Background: an optimization exercise with open tools, aiming at small area, a short achievable clock period and few clock cycles. Do not read the settings as production practice.
The RTL was checked by simulation tests, not by an equivalence proof against the original design.
Power and IR drop assume default switching activity.

==> flow/design.v (excerpt) <==
module flash_prog (
    input             clk,
    input             rst,
    input      [7:0]  rx_data,
    input             rx_valid,
    output            rx_ready,
    output reg [7:0]  tx_data,
    output reg        tx_valid,
    input             tx_ready,
    output            bus_req,
    output            bus_we,
    output     [20:0] bus_addr,
    output     [31:0] bus_wdata,
    input             bus_ack,
    input      [31:0] bus_rdata,
    output            handed_off
);
    localparam S_IDLE  = 0,  S_MASK  = 1,  S_FLD   = 2,  S_PEV   = 3,
               S_LEV   = 4,  S_WCTRL = 5,  S_RACK  = 6,  S_RD    = 7,
               S_UL1   = 8,  S_UL2   = 9,  S_CMD   = 10, S_SECT  = 11,
               S_BOOT  = 12, S_IDM   = 13, S_IDD   = 14, S_IDX   = 15,
               S_IDO   = 16, S_A0    = 17, S_DATA  = 18, S_POLL0 = 19,
               S_POLL  = 20, S_VER   = 21, S_BEX1  = 22, S_BEX2  = 23,
               S_FIN   = 24, S_HAND  = 25, S_LEV0  = 26, S_LEV1  = 27,
               S_GO    = 28, S_GORD  = 29;
    localparam NS = 30;
    localparam O_ID = 0, O_CE = 1, O_ER = 2, O_WR = 3, O_RD = 4, O_S1 = 5;
  ...
Size: about 200 flip-flops.
export LEC_CHECK = 0
export CAP_MARGIN = 20
export CORE_MARGIN = 2
export CORE_UTILIZATION = 40
export CTS_CLUSTER_DIAMETER = 300
export CTS_CLUSTER_SIZE = 60
export SETUP_SLACK_MARGIN = 4.5
export SLEW_MARGIN = 20
create_clock -name core_clock -period 8.0 [get_ports {clk}]
standard.sh (not shown) runs the stock make flow with config.mk's settings and CLKGATE_MAP_FILE= SYNTH_SCRIPT=/design/flow/synth_recipe.tcl, a recipe that flattens the netlist after the stock synthesis.
==> flow/flow/run.sh <==
#!/bin/bash
# The standard layout (standard.sh: the standard flow's own ORFS make flow, unchanged synthesis), with the
# ports buffered by plain buffers instead of the delay buffers buffer_ports picks by default.
set -euo pipefail
bash standard.sh "BUFFER_PORTS_ARGS=-buffer_cell sky130_fd_sc_hd__buf_1" finish > standard.log 2>&1
Testbench counts at the start, summed over its fixed seeds: cycles 58,432.
Next try:
==> flow/flow/run.sh (replaced) <==
#!/bin/bash
# The standard layout (standard.sh: the standard flow's own ORFS make flow, unchanged synthesis), with the
# ports buffered by plain buffers instead of the delay buffers buffer_ports picks by default.
set -euo pipefail
bash standard.sh "BUFFER_PORTS_ARGS=-buffer_cell sky130_fd_sc_hd__buf_2" finish > standard.log 2>&1
Settings changed: CTS_CLUSTER_DIAMETER 300 to unset, CTS_CLUSTER_SIZE 60 to unset, SETUP_SLACK_MARGIN 4.5 to 5.0.
The changed run finished with timing, DRC and antenna clean.
Clock power rose by about 4.6%.
Wire length increases by 9.5%.
Critical path depth went up by 2.
Clock-buffer cell count decreases by 1.
Setup slack is better by 0.15 ns.
Final cell count came out higher by about 6%.
Non-clock buffer count climbs by 102.
Synthesized area stays the same.
Via count rises by 6.4%.
Power came out higher by about 6%.

flash_prog again, from the RTL that the note above started with.
==> flow/config.mk <==
export PLATFORM = sky130hd
export DESIGN_NAME = flash_prog
export DESIGN_NICKNAME = flash_prog
export VERILOG_FILES = /design/flow/design.v
export SDC_FILE = /design/flow/constraint.sdc
export NUM_CORES = 4
export LEC_CHECK = 0
export CAP_MARGIN = 20
export CORE_MARGIN = 2
export CORE_UTILIZATION = 40
export GPL_TIMING_DRIVEN = 0
export SETUP_SLACK_MARGIN = 4.5
export SLEW_MARGIN = 20
==> flow/constraint.sdc <==
create_clock -name core_clock -period 8.0 [get_ports {clk}]
set_input_delay 1.6000 -clock core_clock [delete_from_list [all_inputs] [get_ports {clk}]]
set_output_delay 1.6000 -clock core_clock [all_outputs]
set_load 0.01 [all_outputs]
==> flow/flow/run.sh <==
#!/bin/bash
# The standard layout (standard.sh: the standard flow's own ORFS make flow, unchanged synthesis), with the
# ports buffered by plain buffers instead of the delay buffers buffer_ports picks by default.
set -euo pipefail
bash standard.sh "BUFFER_PORTS_ARGS=-buffer_cell sky130_fd_sc_hd__buf_1" finish > standard.log 2>&1
The starting point ran to the end with no violations.
Testbench counts at the start, summed over its fixed seeds: cycles 58,432.
Rerun with:
--- a/flow/config.mk
+++ b/flow/config.mk
@@ -10,3 +10,2 @@
 export CORE_UTILIZATION = 40
-export GPL_TIMING_DRIVEN = 0
 export SETUP_SLACK_MARGIN = 4.5
After rerunning:
- The new run finished clean
- non-clock buffer count is lower by 59
- hold slack got worse by 14 ps
- global-route usage is lower by 1.5 points
- final cell count is lower by a few percent
- die area does not change
- maximum frequency is higher slightly
- design area is lower by a few percent
- flip-flop and latch count stays the same
- combinational power is lower by a little under a tenth
- clock power hardly moves
- routed wire length is lower by a few percent
Rerun with:
--- a/flow/flow/run.sh
+++ b/flow/flow/run.sh
@@ -4,2 +4,2 @@
 set -euo pipefail
-bash standard.sh "BUFFER_PORTS_ARGS=-buffer_cell sky130_fd_sc_hd__buf_1" finish > standard.log 2>&1
+bash standard.sh "BUFFER_PORTS_ARGS=-buffer_cell sky130_fd_sc_hd__buf_2" finish > standard.log 2>&1
Result: The changed run completed with no timing, DRC or antenna violations; clock power goes up by a few percent; clock-buffer cell count goes up by 3; via count fell slightly; register-to-register slack improved by 40 ps; global-route usage went up by 0.26 points; final area goes up slightly; flip-flop and latch count is unchanged; worst setup slack gets better by 12 ps; cell count stays flat; non-clock buffer count does not change; power climbs slightly.
Rerun with:
--- a/flow/config.mk
+++ b/flow/config.mk
@@ -10,3 +10,3 @@
 export CORE_UTILIZATION = 40
-export SETUP_SLACK_MARGIN = 4.5
+export SETUP_SLACK_MARGIN = 4.0
 export SLEW_MARGIN = 20
After rerunning:
- The changed run ran to the end with no violations
- maximum frequency fell by roughly a tenth
- sequential power hardly moves
- die area is unchanged
- cell area came out lower slightly
- worst hold slack is worse by 5.7 ps
- via count barely changes
- synthesized cell count is unchanged
- worst setup slack degrades by 480 ps
- non-clock buffer count is lower by 13
- wire length came out higher slightly

Starting RTL as in the previous note.
Design flash_prog, start of the top module:
module flash_prog (
    input             clk,
    input             rst,
    input      [7:0]  rx_data,
    input             rx_valid,
    output            rx_ready,
    output reg [7:0]  tx_data,
    output reg        tx_valid,
    input             tx_ready,
    output            bus_req,
    output            bus_we,
    output     [20:0] bus_addr,
    output     [31:0] bus_wdata,
    input             bus_ack,
    input      [31:0] bus_rdata,
    output            handed_off
);
export LEC_CHECK = 0
export CAP_MARGIN = 20
export CORE_MARGIN = 2
export CORE_UTILIZATION = 40
export SETUP_SLACK_MARGIN = 4.6
export SLEW_MARGIN = 20
create_clock -name core_clock -period 8.0 [get_ports {clk}]
==> flow/flow/run.sh <==
#!/bin/bash
# The standard layout (standard.sh: the standard flow's own ORFS make flow, unchanged synthesis), with the
# ports buffered by plain buffers instead of the delay buffers buffer_ports picks by default.
set -euo pipefail
bash standard.sh "BUFFER_PORTS_ARGS=-buffer_cell sky130_fd_sc_hd__buf_2" finish > standard.log 2>&1
Testbench counts at the start, summed over its fixed seeds: cycles 58,432.
Next try:
==> flow/flow/run.sh (replaced) <==
#!/bin/bash
# The standard layout (standard.sh: the standard flow's own ORFS make flow, unchanged synthesis), with the
# ports buffered by plain buffers instead of the delay buffers buffer_ports picks by default.
set -euo pipefail
bash standard.sh "BUFFER_PORTS_ARGS=-buffer_cell sky130_fd_sc_hd__buf_1" finish > standard.log 2>&1
--- a/flow/config.mk
+++ b/flow/config.mk
@@ -9,4 +9,4 @@
 export CORE_MARGIN = 2
 export CORE_UTILIZATION = 40
-export SETUP_SLACK_MARGIN = 4.6
+export SETUP_SLACK_MARGIN = 4.4
 export SLEW_MARGIN = 20
Wire length goes up by 0.82%.
Setup slack got worse by 160 ps.
Design area is lower by 2.0%.

static timing again, ports no longer ideal:
How much do the figures lean on ideal ports? The routed layouts below were timed once more, with nothing changed but the port constraints.
Step 1 (the two cells are an assumption about what drives the block):
set clk [get_ports {clk}]
set_driving_cell -lib_cell sky130_fd_sc_hd__clkbuf_16 $clk
set_driving_cell -lib_cell sky130_fd_sc_hd__buf_2 [delete_from_list [all_inputs] $clk]
Step 2 moves the port delays by t, midway between the first and last clock arrival at a register: inputs arrive t later, outputs are due t later. That takes back most of the time a late clock gives input paths.
Three values: ideal, step 1, step 2; two values: the first two.
run	t, ns	setup WS [ns]	cell pins on the clock port's net
the first run of note 1	0.490	4.544 / 4.493 / 4.083	1
the second run of note 1	0.506	4.694 / 4.642 / 4.423	1
the first run of note 2	0.494	4.498 / 4.447 / 4.078	1
the second run of note 2	0.490	4.544 / 4.493 / 4.083	1
the third run of note 2	0.499	4.556 / 4.511 / 4.083	1
the fourth run of note 2	0.499	4.076 / 4.024 / 3.603	1
the first run of note 3	0.492	4.594 / 4.549 / 4.135	1
the second run of note 3	0.491	4.435 / 4.384 / 3.979	1
After both steps every run listed still meets setup and hold.
